Context: an optimization exercise on an open-source flow, tuned for small area. The choices shown serve that exercise and are no tape-out recipe. At most, simulation tests tie the RTL to the original design; equivalence was not proved. Power figures rest on the tool's default switching activity, not on a simulated workload.

==> exp/harbor <==
## fps_top
module fps_top (
    input             clk,
    input             rst,           
    input             reg_we,
    input      [4:0]  reg_addr,
    input      [31:0] reg_wdata,
    output reg [31:0] reg_rdata,
    output     [8:0]  ibuf_addr,
    input      [7:0]  ibuf_rdata,
    output reg        obuf_we,
    output     [8:0]  obuf_addr,
    output reg [7:0]  obuf_wdata,
    output reg        fdesc_we,
    output     [7:0]  fdesc_addr,
    output     [31:0] fdesc_wdata,
    output            irq
);
Settings: LEC_CHECK=0, CAP_MARGIN=20, CORE_MARGIN=2, CORE_UTILIZATION=40, PLACE_DENSITY=0.6, SLEW_MARGIN=20; clock period 8.0 ns.
run.sh (not shown) runs the stock make flow with config.mk's settings and CLKGATE_MAP_FILE= SYNTH_SCRIPT=/design/flow/synth_recipe.tcl, a recipe that flattens the netlist after the stock synthesis.
==> exp/zinc (differences from exp/harbor) <==
==> flow/design.v (replaced) <==
module fps_top (
    input             clk,
    input             rst,           
    input             reg_we,
    input      [4:0]  reg_addr,
    input      [31:0] reg_wdata,
    output reg [31:0] reg_rdata,
    output     [8:0]  ibuf_addr,
    input      [7:0]  ibuf_rdata,
    output reg        obuf_we,
    output     [8:0]  obuf_addr,
    output reg [7:0]  obuf_wdata,
    output reg        fdesc_we,
    output     [7:0]  fdesc_addr,
    output     [31:0] fdesc_wdata,
    output            irq
);
    localparam [2:0] OP_CHECKSUM = 3'd0, OP_ENCODE = 3'd1, OP_DECODE_RSP = 3'd2,
                     OP_EXTRACT  = 3'd3, OP_DECODE_FRAME = 3'd4, OP_BAD = 3'd7;
    localparam [2:0] R_OK = 3'd1, R_NOT_FOUND = 3'd2, R_INCOMPLETE = 3'd3,
                     R_ENC_ERR = 3'd4, R_MALFORMED = 3'd5, R_BAD_OP = 3'd6,
                     R_BAD_RANGE = 3'd7;
    localparam [2:0] S_IDLE = 3'd0, S_CHECK = 3'd1, S_HDR = 3'd2, S_FETCH = 3'd3,
                     S_USE = 3'd4, S_POST = 3'd5, S_PUSHC = 3'd6;
    localparam [2:0] P_SEARCH = 3'd0, P_ST = 3'd1, P_CMD = 3'd2, P_LEN = 3'd3,
                     P_PAY = 3'd4, P_RCV = 3'd5;
    localparam [2:0] P_SEEK = 3'd0, P_END = 3'd1;
    reg        irq_en;
    reg [3:0]  op;
    reg [15:0] in_off, in_len;
    reg [7:0]  arg;
    reg        done;
    reg [2:0]  result;
    reg [2:0]  state;
    reg [2:0]  op_l;
    reg [2:0]  phase;
    reg        prev;       
    reg [8:0]  p;          
    reg [9:0]  j;          
    reg [9:0]  r;          
    reg [7:0]  acc;        
    reg [7:0]  k;          
    reg [7:0]  tb;         
    reg [2:0]  c;          
    reg [15:0] q [0:7];    
    wire [9:0] cand = {acc[1:0], tb};
    wire [7:0] b     = ibuf_rdata;
    wire       busy  = (state != S_IDLE);
    wire       start = reg_we && reg_addr == 5'd0 && reg_wdata[0] && !busy;
    wire       r0    = (r == 10'd0);
    wire is_enc = (op_l == OP_ENCODE);
    wire is_rsp = (op_l == OP_DECODE_RSP);
    wire is_ext = (op_l == OP_EXTRACT);
    wire is_frm = (op_l == OP_DECODE_FRAME);
    assign ibuf_addr   = p;
    assign obuf_addr   = j[8:0];
    assign fdesc_addr  = k;
    assign fdesc_wdata = {7'd0, j[8:0], 7'd0, cand[8:0]};
    assign irq         = done & irq_en;
    wire ok      = (result == R_OK);
    wire v_chk   = ok && (op_l == OP_CHECKSUM || op_l == OP_ENCODE);
    wire v_enc   = ok && is_enc;
    wire v_rsp   = ok && is_rsp;
    wire v_off   = (result == R_OK || result == R_INCOMPLETE) && is_rsp;
    wire v_ext   = ok && is_ext;
    wire v_frm   = ok && is_frm;
    wire chk_ok  = v_rsp && (acc == k);
    wire [2:0]  wsel = reg_addr[4] ? reg_addr[2:0] : (reg_addr[3:0] == 4'd9) ? 3'd6 : 3'd7;
    wire [2:0]  wpos = wsel + c;
    wire [15:0] wr_q = q[wpos];
    reg  [15:0] wmask;
    always @(*) begin
        case (reg_addr)
            5'd7:  wmask = {16{v_rsp}};
            5'd9:  wmask = {7'd0, {9{v_off}}};
            5'd11: wmask = {6'd0, {10{v_ext}}};
            5'd16, 5'd17, 5'd18, 5'd19, 5'd20, 5'd21, 5'd22, 5'd23:
                   wmask = {16{v_frm}};
            default: wmask = 16'd0;
        endcase
    end
    always @(*) begin
        case (reg_addr)
            5'd0:  reg_rdata = {24'd0, op, 2'b00, irq_en, 1'b0};
            5'd1:  reg_rdata = {23'd0, chk_ok, 1'b0, result, 2'b00, done, busy};
            5'd2:  reg_rdata = {16'd0, in_off};
            5'd3:  reg_rdata = {16'd0, in_len};
            5'd4:  reg_rdata = {24'd0, arg};
            5'd5:  reg_rdata = v_enc ? {23'd0, j[8:0]} : v_rsp ? {24'd0, tb} : 32'd0;
            5'd6:  reg_rdata = {24'd0, v_chk ? acc : 8'd0};
            5'd7:  reg_rdata = {8'd0, v_rsp ? tb : 8'd0, 16'd0};
            5'd8:  reg_rdata = v_rsp ? {16'd0, acc, k} : 32'd0;
            5'd10: reg_rdata = {24'd0, v_ext ? k : 8'd0};
            5'd12: reg_rdata = {24'd0, v_frm ? tb : 8'd0};
            default: reg_rdata = 32'd0;
        endcase
        reg_rdata[15:0] = reg_rdata[15:0] | (wr_q & wmask);
    end
    wire use_st = (state == S_USE);
    wire fin_in = (state == S_FETCH) && r0;      
    wire push_cand = (state == S_PUSHC) ||
                     (use_st && is_rsp && phase == P_SEARCH && prev && b == 8'hAB);
    wire need_push = push_cand ||
                     (use_st && is_rsp && phase == P_CMD) ||
                     (use_st && is_frm && j[0] == 1'b0 && j >= 10'd4) ||
                     (fin_in && is_rsp && (phase == P_ST || phase == P_CMD));
    wire stall = need_push && (c != 3'd0);
    wire push  = need_push && (c == 3'd0);
    wire [15:0] wdin = push_cand ? {6'd0, cand} : {b, acc};
    integer i;
    always @(posedge clk) begin
        for (i = 0; i < 7; i = i + 1) q[i] <= q[i + 1];
        q[7] <= push ? wdin : q[0];
        if (!push) c <= c - 3'd1;
    end
    always @(*) begin
        obuf_we    = 1'b0;
        obuf_wdata = b;
        if (state == S_HDR) begin
            obuf_we = 1'b1;
            case (j[1:0])
                2'd0: obuf_wdata = 8'h55;
                2'd1: obuf_wdata = 8'hAA;
                2'd2: obuf_wdata = acc;
                default: obuf_wdata = r[7:0];
            endcase
        end else if (fin_in && is_enc) begin
            obuf_we    = 1'b1;
            obuf_wdata = acc;
        end else if (use_st && (is_enc || (is_rsp && phase == P_PAY)))
            obuf_we = 1'b1;
    end
    always @(*) begin
        fdesc_we = use_st && is_ext && phase == P_END && b == 8'h7C;
    end
    wire bad_range = (|in_off[15:10]) || (|in_len[15:10]) ||
                     ({1'b0, in_off[9:0]} + {1'b0, in_len[9:0]} > 11'd512);
    task finish(input [2:0] code);
        begin
            done   <= 1'b1;
            result <= code;
            state  <= S_IDLE;
        end
    endtask
    task load_cand;
        begin
            tb       <= j[7:0];
            acc[1:0] <= j[9:8];
        end
    endtask
    always @(posedge clk) begin
        if (rst) begin
            irq_en <= 1'b0; op <= 4'd0; in_off <= 16'd0; in_len <= 16'd0; arg <= 8'd0;
            done <= 1'b0; result <= 3'd0;
            state <= S_IDLE;
        end else begin
            if (reg_we) begin
                case (reg_addr)
                    5'd0: begin irq_en <= reg_wdata[1]; op <= reg_wdata[7:4]; end
                    5'd1: if (reg_wdata[1]) done <= 1'b0;
                    5'd2: in_off <= reg_wdata[15:0];
                    5'd3: in_len <= reg_wdata[15:0];
                    5'd4: arg <= reg_wdata[7:0];
                    default: ;
                endcase
            end
            if (!stall) case (state)
                S_IDLE: if (start) begin
                    op_l  <= (reg_wdata[7] || (reg_wdata[6] && reg_wdata[5:4] != 2'd0))
                             ? OP_BAD : reg_wdata[6:4];
                    p     <= in_off[8:0];
                    r     <= in_len[9:0];
                    j     <= 10'd0;
                    k     <= 8'd0;
                    acc   <= (reg_wdata[7:4] == 4'd1) ? arg : 8'd0;
                    phase <= 3'd0;
                    prev  <= 1'b0;
                    done  <= 1'b0;
                    state <= S_CHECK;
                end
                S_CHECK: begin
                    if (op_l == OP_BAD)
                        finish(R_BAD_OP);
                    else if (bad_range)
                        finish(R_BAD_RANGE);
                    else if (is_enc)
                        if (r[9:8] != 2'd0) finish(R_ENC_ERR);
                        else state <= S_HDR;
                    else if (is_frm && r != 10'd20)
                        finish(R_MALFORMED);
                    else if (is_ext)
                        state <= S_POST;         
                    else
                        state <= S_FETCH;
                end
                S_HDR: begin                     
                    j <= j + 10'd1;
                    if (j[1:0] == 2'd3) begin
                        acc   <= acc ^ r[7:0];
                        state <= S_FETCH;
                    end
                end
                S_FETCH: begin
                    state <= S_USE;
                    if (r0) begin
                        if (is_rsp && phase == P_PAY)
                            phase <= P_RCV;
                        else if (is_enc) begin   
                            j <= j + 10'd1;
                            finish(R_OK);
                        end else if (is_rsp)
                            finish(phase == P_SEARCH ? R_NOT_FOUND : R_INCOMPLETE);
                        else
                            finish(R_OK);        
                    end
                end
                S_POST: begin
                    if (is_rsp) begin
                        state <= S_FETCH;
                        if (r > {2'd0, tb}) begin
                            r     <= {2'd0, tb};
                            j     <= 10'd0;
                            phase <= P_PAY;
                        end else
                            finish(R_INCOMPLETE);
                    end else begin
                        load_cand;               
                        state <= S_PUSHC;
                    end
                end
                S_PUSHC: state <= S_FETCH;
                default: begin  
                    state <= S_FETCH;
                    p <= p + 9'd1;
                    j <= j + 10'd1;
                    r <= r - 10'd1;
                    case (op_l)
                        OP_CHECKSUM, OP_ENCODE:
                            acc <= acc ^ b;
                        OP_DECODE_RSP: case (phase)
                            P_SEARCH: begin
                                if (prev && b == 8'hAB)
                                    phase <= P_ST;
                                if (b == 8'h55)
                                    load_cand;
                                prev <= (b == 8'h55);
                            end
                            P_ST:  begin acc <= b; phase <= P_CMD; end
                            P_CMD: begin acc <= acc ^ b; phase <= P_LEN; end
                            P_LEN: begin
                                acc   <= acc ^ b;
                                tb    <= b;
                                state <= S_POST;
                            end
                            P_PAY: acc <= acc ^ b;
                            default: begin       
                                k <= b;
                                finish(R_OK);
                            end
                        endcase
                        OP_EXTRACT: begin
                            if (phase == P_END) begin
                                if (b == 8'h7C) begin
                                    k     <= k + 8'd1;
                                    phase <= P_SEEK;
                                    state <= S_POST;
                                end
                            end else if (prev && b == 8'h7B) begin
                                phase <= P_END;
                                prev  <= 1'b0;
                            end else begin
                                prev <= (b == 8'h7A);
                                if (b == 8'h7A) load_cand;
                            end
                        end
                        default: begin           
                            if ((j == 10'd0 && b != 8'h7A) || (j == 10'd1 && b != 8'h7B))
                                finish(R_MALFORMED);
                            else if (j == 10'd2)
                                tb <= b;
                            else if (j == 10'd19)
                                finish(b == 8'h7C ? R_OK : R_MALFORMED);
                            else if (j[0])
                                acc <= b;
                        end
                    endcase
                end
            endcase
        end
    end
endmodule
==> qor summary <==
quantity                                                                  exp/harbor                  exp/zinc
Status                                                       complete, no violations   complete, no violations
Switching Fraction                                                            22.09%                    30.49%
Compound-gate portion of the synthesized area                                 17.43%                    20.03%
Multi-input combinational cell area                                       5964 sq um                6505 sq um
Total placed cells including tap cells                                          1820                      1849
Largest vdd supply drop                                                     159.6 uV                  208.5 uV
Overall power                                                               2.845 mW                  3.426 mW
Slew @ Worst Pin                                                            968.5 ps                   1055 ps
Worst setup path endpoint                                              reg_rdata[14]              reg_rdata[0]
Layout area overhead                                                          16.30%                    17.20%
DP Wirelength                                                               30.26 mm                  30.66 mm
Final clock-cell share                                                        6.325%                    6.334%
Core region area                                                         33360 sq um               31390 sq um
Fraction of met1 tracks used by global routing                                33.37%                    36.13%
Fraction of standard cell area in multi-input logic                           38.12%                    43.67%
Net total in the final layout                                                   1477                      1554
Reg2reg start                                                                op_l[2]                   op_l[1]
Post-DR vias/cell                                                              5.942                     5.923
FF-to-FF setup slack                                                         4680 ps                   3840 ps
Fraction of cell area in non-clock buffers                                    8.253%                    8.888%
Row cnt                                                                           67                        65
Cell area after synthesis                                                13450 sq um               12710 sq um
Yosys top cell by area                                     sky130_fd_sc_hd__edfxtp_1  sky130_fd_sc_hd__dfxtp_1
Total number of multi-input combinational cells                                  956                      1034
Clock insertion delay at the later pin of the skew report                     560 ps                    550 ps
The RTL of exp/zinc was laid out without a check of its function.

## re-timing with driven ports
How much do the figures lean on ideal ports? The routed layouts below were timed once more, with nothing changed but the port constraints.
Step 1 (the two cells are an assumption about what drives the block):
set clk [get_ports {clk}]
set_driving_cell -lib_cell sky130_fd_sc_hd__clkbuf_16 $clk
set_driving_cell -lib_cell sky130_fd_sc_hd__buf_2 [delete_from_list [all_inputs] $clk]
Step 2 also shifts input and output timing later by t, the mid clock arrival at the registers, as if the neighbouring blocks saw the same clock.
Slacks: no drivers / after step 1 / after step 2; pairs: no drivers / after step 1.
| run | t (ns) | setup WS [ns] | worst hold slack (ns) | worst setup path at the end | latest minus earliest clock arrival (ns) |
|---|---|---|---|---|---|
| exp/harbor | 0.602 | 1.343 / 1.311 / 1.311 | 0.450 / 0.450 / 0.450 | input to output | 0.014 / 0.014 |
| exp/zinc | 0.591 | 0.592 / 0.571 / 0.571 | 0.338 / 0.338 / 0.338 | input to output | 0.018 / 0.017 |
After both steps every run listed still meets setup and hold. The setup slack of exp/harbor, which loses most, moves by -0.032 ns with the drivers and by -0.032 ns with both steps.
